This is an optimization exercise on Yosys and OpenROAD, whose aim is small area, a short achievable clock period and few clock cycles per item, not a production implementation.
In this exercise RTL edits were held to simulation tests only and were not proved equivalent to the original.

==> inputs of v23 <==
// tone_core
module tone_core (
    input  wire        clk,
    input  wire        rst,
    input  wire        in_valid,
    output wire        in_ready,
    input  wire [1:0]  op,           
    input  wire [15:0] sample,
    input  wire [31:0] now,
    output reg         out_valid,
    output reg         emit_valid,
    output wire [11:0] emit12,
    output wire [7:0]  emitq,
    output reg         cand_valid,
    output reg  [10:0] cand,
    output reg         retuned,
    output wire [10:0] freq_o,
    output wire [11:0] wave12_o
);
clock: 45.0 ns
lec_check: 0
cap_margin: 20
core_margin: 2
core_utilization: 55
slew_margin: 20
synth_hierarchical: 1
synth_memory_max_bits: 16384
standard.sh (not shown) runs the stock make flow with config.mk's settings and CLKGATE_MAP_FILE= SYNTH_SCRIPT=/design/flow/synth_recipe.tcl, a recipe that flattens the netlist after the stock synthesis.
==> flow/flow/run.sh <==
#!/bin/bash
# The standard layout with two changes: plain buf_1 cells as the port buffers
# that the standard flow inserts at every input and output, and clock tree
# synthesis with clkbuf_8 buffers and without dummy loads.
set -euo pipefail
bash standard.sh finish \
  "BUFFER_PORTS_ARGS=-buffer_cell sky130_fd_sc_hd__buf_1" \
  "CTS_ARGS=-sink_clustering_enable -repair_clock_nets -dont_use_dummy_load -buf_list sky130_fd_sc_hd__clkbuf_8" \
  > orfs_make.log 2>&1
==> v7: changes against v23 <==
==> flow/flow/run.sh (replaced) <==
#!/bin/bash
# The standard layout with two changes: plain buf_1 cells as the port buffers
# that the standard flow inserts at every input and output, and clock tree
# synthesis without dummy loads.
set -euo pipefail
bash standard.sh finish \
  "BUFFER_PORTS_ARGS=-buffer_cell sky130_fd_sc_hd__buf_1" \
  "CTS_ARGS=-sink_clustering_enable -repair_clock_nets -dont_use_dummy_load" \
  > orfs_make.log 2>&1
==> comparison table <==
Result of the run: v23 finished clean; v7 finished clean
Net total in the final layout: v23 3666; v7 3648
Total Routed Length: v23 64500 um; v7 64400 um
Global router's overall resource usage: v23 0.251; v7 0.250
Clock insertion delay at the later pin of the skew report: v23 640 ps; v7 560 ps
Layout Cells excl Fill: v23 3641; v7 3623
Post-Route Hold Slack: v23 311 ps; v7 290 ps
Vias in the first global route: v23 21100; v7 20900
Master cell of the clock root buffer: v23 clkbuf_8; v7 clkbuf_16
Period utilization: v23 0.226; v7 0.224
Final non-filler cell area: v23 29500 um2; v7 29700 um2
Iter 0 DRT Violations: v23 1272; v7 1330
Crit path largest cell delay: v23 370 ps; v7 360 ps
Startpoint of the lowest-slack hold path: v23 cand2[10]; v7 ev3
Crit path time final: v23 10150 ps; v7 10080 ps
Met3 usage in global routing: v23 0.0317; v7 0.0299
Metal3 WL: v23 2880 um; v7 2860 um
Testbench counts of v23, summed over its fixed seeds: cycles 24,336, items 24,000.
Testbench counts of v7, summed over its fixed seeds: cycles 24,336, items 24,000.

* * *

==> inputs of trial 89 <==
Another version of the RTL of tone_core (not shown whole).
Settings: LEC_CHECK=0, CAP_MARGIN=20, CORE_MARGIN=2, CORE_UTILIZATION=55, SLEW_MARGIN=20, SYNTH_HIERARCHICAL=1, SYNTH_MEMORY_MAX_BITS=16384; clock period 45.0 ns.
==> flow/flow/run.sh <==
#!/bin/bash
# The standard layout with two changes: plain buf_1 cells as the port buffers
# that the standard flow inserts at every input and output, and clock tree
# synthesis with larger sink clusters and without dummy loads.
set -euo pipefail
bash standard.sh finish \
  "BUFFER_PORTS_ARGS=-buffer_cell sky130_fd_sc_hd__buf_1" \
  "CTS_ARGS=-sink_clustering_enable -sink_clustering_size 30 -sink_clustering_max_diameter 100 -repair_clock_nets -dont_use_dummy_load" \
  > orfs_make.log 2>&1
==> build 64: changes against trial 89 <==
--- a/flow/design.v
+++ b/flow/design.v
@@ -1216,38 +1216,37 @@
     wire        top = |dt[30:20];
     wire        mid = |dt[19:10];
     reg  [1:0]  nxt;
     reg  [20:0] dt1;          
     reg         top1;         
     reg  [10:0] fb1;          
     reg  [10:0] fbm;
     reg  [10:0] chm;
-    reg         u_ph, u_acc, v_ph, psh, wph, wacc, last;
+    reg         u_ph, v_acc, psh, wph, wacc, last;
     reg  [1:0]  nxt_n;
     always @(*) begin
-        u_ph = 1'b0; u_acc = 1'b0; v_ph = 1'b0; psh = 1'b0;
+        u_ph = 1'b0; v_acc = 1'b0; psh = 1'b0;
         wph = 1'b0; wacc = 1'b0; last = 1'b1; nxt_n = 2'd0;
         if (rdy) begin
             fbm = freq;
             chm = {1'b0, dt[9:0]};
             u_ph = adv;
+            wph = adv;
             if (adv & (top | mid)) begin
-                wacc = 1'b1; last = 1'b0; nxt_n = top ? 2'd2 : 2'd1;
-            end else begin
-                wph = adv;
+                last = 1'b0; nxt_n = top ? 2'd2 : 2'd1;
             end
         end else if (nxt[1]) begin
             fbm = fb1;
             chm = dt1[20:10];
-            psh = 1'b1; wph = 1'b1; last = 1'b0; nxt_n = 2'd1;
+            psh = 1'b1; wacc = 1'b1; last = 1'b0; nxt_n = 2'd1;
         end else begin
             fbm = fb1;
             chm = {1'b0, dt1[9:0]};
-            u_acc = 1'b1; v_ph = top1; psh = 1'b1; wph = 1'b1;
+            u_ph = 1'b1; v_acc = top1; psh = 1'b1; wph = 1'b1;
         end
     end
     wire pm_t1, pm_t2;
     ha_x u_pm_t1 (.a((fbm[0] & chm[9])), .b((fbm[1] & chm[8])), .s(pm_t1), .co(pm_t2));
     wire pm_t3, pm_t4;
     fa_x u_pm_t3 (.a((fbm[0] & chm[10])), .b((fbm[1] & chm[9])), .c((fbm[2] & chm[8])), .s(pm_t3), .co(pm_t4));
     wire pm_t5, pm_t6;
     ha_x u_pm_t5 (.a((fbm[3] & chm[7])), .b((fbm[4] & chm[6])), .s(pm_t5), .co(pm_t6));
@@ -1540,17 +1539,17 @@
     wire pm_hi_s16 = 1'b0 ^ pm_hi_G15;
     wire [16:0] pm_hi = {pm_hi_s16, pm_hi_s15, pm_hi_s14, pm_hi_s13, pm_hi_s12, pm_hi_s11, pm_hi_s10, pm_hi_s9, pm_hi_s8, pm_hi_s7, pm_hi_s6, pm_hi_s5, pm_hi_s4, pm_hi_s3, pm_hi_s2, pm_hi_s1, 1'b0};
     wire [21:0] pm = {pm_hi[16], pm_hi[15], pm_hi[14], pm_hi[13], pm_hi[12], pm_hi[11], pm_hi[10], pm_hi[9], pm_hi[8], pm_hi[7], pm_hi[6], pm_hi[5], pm_hi[4], pm_hi[3], pm_hi[2], pm_hi[1], pm_lo[5], pm_lo[4], pm_lo[3], pm_lo[2], pm_lo[1], pm_lo[0]};
     reg        rst_r;
     always @(posedge clk) rst_r <= rst;
     reg        v1, ev1, cv1, ret1;
     reg [10:0] cand1;
     reg [21:0] p1;
-    reg        u_ph1, u_acc1, v_ph1, psh1, wph1, wacc1, last1;
+    reg        u_ph1, v_acc1, psh1, wph1, wacc1, last1;
     always @(posedge clk) begin
         if (rst_r) begin
             last_ts <= 32'd0;
             freq    <= 11'd0;
             upd_ts  <= 32'd0;
         end else begin
             if (adv) last_ts <= n0;
             if (ret) begin
@@ -1577,26 +1576,25 @@
             ret1  <= ret;
             cand1 <= map_cand;
             dt1   <= dt[30:10];
             top1  <= top;
             fb1   <= freq;
         end
         p1     <= pm;
         u_ph1  <= u_ph;
-        u_acc1 <= u_acc;
-        v_ph1  <= v_ph;
+        v_acc1 <= v_acc;
         psh1   <= psh;
         wacc1  <= wacc;
         last1  <= last;
     end
     reg  [22:0] acc;
     reg  [22:0] phase;
-    wire [22:0] uu  = (u_ph1 ? phase : 23'd0) | (u_acc1 ? acc : 23'd0);
-    wire [22:0] vv  = v_ph1 ? phase : 23'd0;
+    wire [22:0] uu  = u_ph1 ? phase : 23'd0;
+    wire [22:0] vv  = v_acc1 ? acc : 23'd0;
     wire [31:0] pmx = psh1 ? {p1, 10'd0} : {10'd0, p1};
     wire xs_t1, xs_t2;
     ha_x u_xs_t1 (.a(uu[10]), .b(vv[0]), .s(xs_t1), .co(xs_t2));
     wire xs_t3, xs_t4;
     fa_x u_xs_t3 (.a(uu[11]), .b(vv[1]), .c(pmx[11]), .s(xs_t3), .co(xs_t4));
     wire xs_t5, xs_t6;
     fa_x u_xs_t5 (.a(uu[12]), .b(vv[2]), .c(pmx[12]), .s(xs_t5), .co(xs_t6));
     wire xs_t7, xs_t8;
@@ -2608,33 +2606,69 @@
     wire li_s5 = li_p5 ^ li_G10;
     wire li_s6 = li_p6 ^ li_G8;
     wire li_s7 = li_p7 ^ li_G11;
     wire [7:0] li = {li_s7, li_s6, li_s5, li_s4, li_s3, li_s2, li_s1, li_p0};
     wire [8:0]  tf;
     sine_lut u_lut (.idx(li), .val(tf));
     wire [10:0] tv_r0 = {li[7], li[6], tf[8], tf[7], tf[6], tf[5], tf[4], tf[3], tf[2], tf[1], tf[0]};
     wire [10:0] tv_r1 = {1'b0, 1'b0, li[5], li[4], li[3], li[2], li[1], li[0], 1'b0, 1'b0, 1'b0};
-    wire tv_s3, tv_c3;
-    ha_x u_tv_s3 (.a(tf[3]), .b(li[0]), .s(tv_s3), .co(tv_c3));
-    wire tv_s4, tv_c4;
-    fa_x u_tv_s4 (.a(tf[4]), .b(li[1]), .c(tv_c3), .s(tv_s4), .co(tv_c4));
-    wire tv_s5, tv_c5;
-    fa_x u_tv_s5 (.a(tf[5]), .b(li[2]), .c(tv_c4), .s(tv_s5), .co(tv_c5));
-    wire tv_s6, tv_c6;
-    fa_x u_tv_s6 (.a(tf[6]), .b(li[3]), .c(tv_c5), .s(tv_s6), .co(tv_c6));
-    wire tv_s7, tv_c7;
-    fa_x u_tv_s7 (.a(tf[7]), .b(li[4]), .c(tv_c6), .s(tv_s7), .co(tv_c7));
-    wire tv_s8, tv_c8;
-    fa_x u_tv_s8 (.a(tf[8]), .b(li[5]), .c(tv_c7), .s(tv_s8), .co(tv_c8));
-    wire tv_s9, tv_c9;
-    ha_x u_tv_s9 (.a(li[6]), .b(tv_c8), .s(tv_s9), .co(tv_c9));
-    wire tv_s10, tv_c10;
-    ha_x u_tv_s10 (.a(li[7]), .b(tv_c9), .s(tv_s10), .co(tv_c10));
-    wire [10:0] tv = {tv_s10, tv_s9, tv_s8, tv_s7, tv_s6, tv_s5, tv_s4, tv_s3, tf[2], tf[1], tf[0]};
+    wire tv_p3, tv_g3;
+    ha_x u_tv_p3 (.a(tf[3]), .b(li[0]), .s(tv_p3), .co(tv_g3));
+    wire tv_p4, tv_g4;
+    ha_x u_tv_p4 (.a(tf[4]), .b(li[1]), .s(tv_p4), .co(tv_g4));
+    wire tv_p5, tv_g5;
+    ha_x u_tv_p5 (.a(tf[5]), .b(li[2]), .s(tv_p5), .co(tv_g5));
+    wire tv_p6, tv_g6;
+    ha_x u_tv_p6 (.a(tf[6]), .b(li[3]), .s(tv_p6), .co(tv_g6));
+    wire tv_p7, tv_g7;
+    ha_x u_tv_p7 (.a(tf[7]), .b(li[4]), .s(tv_p7), .co(tv_g7));
+    wire tv_p8, tv_g8;
+    ha_x u_tv_p8 (.a(tf[8]), .b(li[5]), .s(tv_p8), .co(tv_g8));
+    wire tv_G1 = 1'b0 | (tf[1] & 1'b0);
+    wire tv_P1 = tf[1] & tf[0];
+    wire tv_G2 = tv_g3 | (tv_p3 & 1'b0);
+    wire tv_P2 = tv_p3 & tf[2];
+    wire tv_G3 = tv_g5 | (tv_p5 & tv_g4);
+    wire tv_P3 = tv_p5 & tv_p4;
+    wire tv_G4 = tv_g7 | (tv_p7 & tv_g6);
+    wire tv_P4 = tv_p7 & tv_p6;
+    wire tv_G5 = 1'b0 | (li[6] & tv_g8);
+    wire tv_P5 = li[6] & tv_p8;
+    wire tv_G6 = tv_G2 | (tv_P2 & tv_G1);
+    wire tv_P6 = tv_P2 & tv_P1;
+    wire tv_G7 = tv_G4 | (tv_P4 & tv_G3);
+    wire tv_P7 = tv_P4 & tv_P3;
+    wire tv_G8 = tv_G7 | (tv_P7 & tv_G6);
+    wire tv_P8 = tv_P7 & tv_P6;
+    wire tv_G9 = tv_G3 | (tv_P3 & tv_G6);
+    wire tv_P9 = tv_P3 & tv_P6;
+    wire tv_G10 = tv_G5 | (tv_P5 & tv_G8);
+    wire tv_P10 = tv_P5 & tv_P8;
+    wire tv_G11 = 1'b0 | (tf[2] & tv_G1);
+    wire tv_P11 = tf[2] & tv_P1;
+    wire tv_G12 = tv_g4 | (tv_p4 & tv_G6);
+    wire tv_P12 = tv_p4 & tv_P6;
+    wire tv_G13 = tv_g6 | (tv_p6 & tv_G9);
+    wire tv_P13 = tv_p6 & tv_P9;
+    wire tv_G14 = tv_g8 | (tv_p8 & tv_G8);
+    wire tv_P14 = tv_p8 & tv_P8;
+    wire tv_G15 = 1'b0 | (li[7] & tv_G10);
+    wire tv_P15 = li[7] & tv_P10;
+    wire tv_s1 = tf[1] ^ 1'b0;
+    wire tv_s2 = tf[2] ^ tv_G1;
+    wire tv_s3 = tv_p3 ^ tv_G11;
+    wire tv_s4 = tv_p4 ^ tv_G6;
+    wire tv_s5 = tv_p5 ^ tv_G12;
+    wire tv_s6 = tv_p6 ^ tv_G9;
+    wire tv_s7 = tv_p7 ^ tv_G13;
+    wire tv_s8 = tv_p8 ^ tv_G8;
+    wire tv_s9 = li[6] ^ tv_G14;
+    wire tv_s10 = li[7] ^ tv_G10;
+    wire [10:0] tv = {tv_s10, tv_s9, tv_s8, tv_s7, tv_s6, tv_s5, tv_s4, tv_s3, tv_s2, tv_s1, tf[0]};
     wire [10:0] tn = neg3 ? (~tv + 11'd1) : tv;
     wire [11:0] w  = {~neg3 | (tv == 11'd0), tn};
     reg [10:0] freq_r;
     reg [11:0] wave_r;
     always @(posedge clk) begin
         if (rst) out_valid <= 1'b0;
         else     out_valid <= v3;
         if (rst_r)           freq_r <= 11'd0;
==> summary of the runs <==
Against trial 89, the global-route usage of build 64 is higher by 0.14 points.
First-iteration DRC count: build 64 is smaller than trial 89 (0.25%).
Fmax: trial 89 is lower than build 64 (about 0.3%).
Of trial 89 and build 64, build 64 has the higher non-clock buffer count (gap 1).
In trial 89 the sequential share of layout area is higher than in build 64, by 0.12 points.
Of build 64 and trial 89, trial 89 has the higher clock skew (gap 0.048 ns).
Against trial 89, the synthesized cell count of build 64 is higher by about 0.25%.
==> figures <==
| item | build 64 | trial 89 |
|---|---|---|
| Mean instance size in the synthesized netlist | 9.76 um^2 | 9.82 um^2 |
| CP peak stage delay | 0.37 ns | 0.32 ns |
| Status | timing/DRC/antenna clean | timing/DRC/antenna clean |
| Met1 WL | 28.0 mm | 28.5 mm |
| Final setup skew | 0.0582 ns | 0.106 ns |
| Worst reg-to-reg path cell count | 42 | 33 |
| Final std cell area, no fill | 28800 um^2 | 28800 um^2 |
| Number of fill cells | 4361 | 4520 |
| Detailed-route wire length per cell | 17.7 um | 17.9 um |
| Routing usage on met3 | 2.52% | 2.41% |
| Clock buf/inv share | 1.65% | 1.57% |
| Via density per instance | 5.66 | 5.70 |
| Layout overhead on the synthesized area | 4.94% | 4.41% |
| Fraction of area in multi-input gates | 64.3% | 64.1% |
| Maximum operating frequency | 99.3 MHz | 99.0 MHz |
| Crit path setup slack, layout | 34.93 ns | 34.90 ns |
| Sinks on the clock net | 328 | 329 |
Testbench counts of trial 89, summed over its fixed seeds: cycles 24,336, items 24,000.
Testbench counts of build 64, summed over its fixed seeds: cycles 24,336, items 24,000.

## separate check: timing with driven ports
How much do the figures lean on ideal ports? The routed layouts below were timed once more, with nothing changed but the port constraints.
Step 1 sets driving cells, clkbuf_16 on the clock port and buf_2 on the other inputs (assumed; they add their load-dependent delay and slew).
Step 2 also shifts input and output timing later by t, the mid clock arrival at the registers, as if the neighbouring blocks saw the same clock.
Three values: ideal, step 1, step 2; two values: the first two.
run	t (ns)	setup slack, ns	worst setup path after step 2	worst register clock-pin slew, ns
v23	0.668	34.848 / 34.792 / 35.374	input to register	0.06 / 0.06
v7	0.598	34.916 / 34.854 / 35.367	input to register	0.06 / 0.06
trial 89	0.575	34.902 / 34.842 / 34.668	input to register	0.11 / 0.11
build 64	0.586	34.933 / 34.874 / 35.067	input to register	0.11 / 0.11
After both steps setup and hold are still met in every run listed. For trial 89, which loses most, drivers alone change the setup slack by -0.060 ns; drivers and shift together by -0.234 ns.
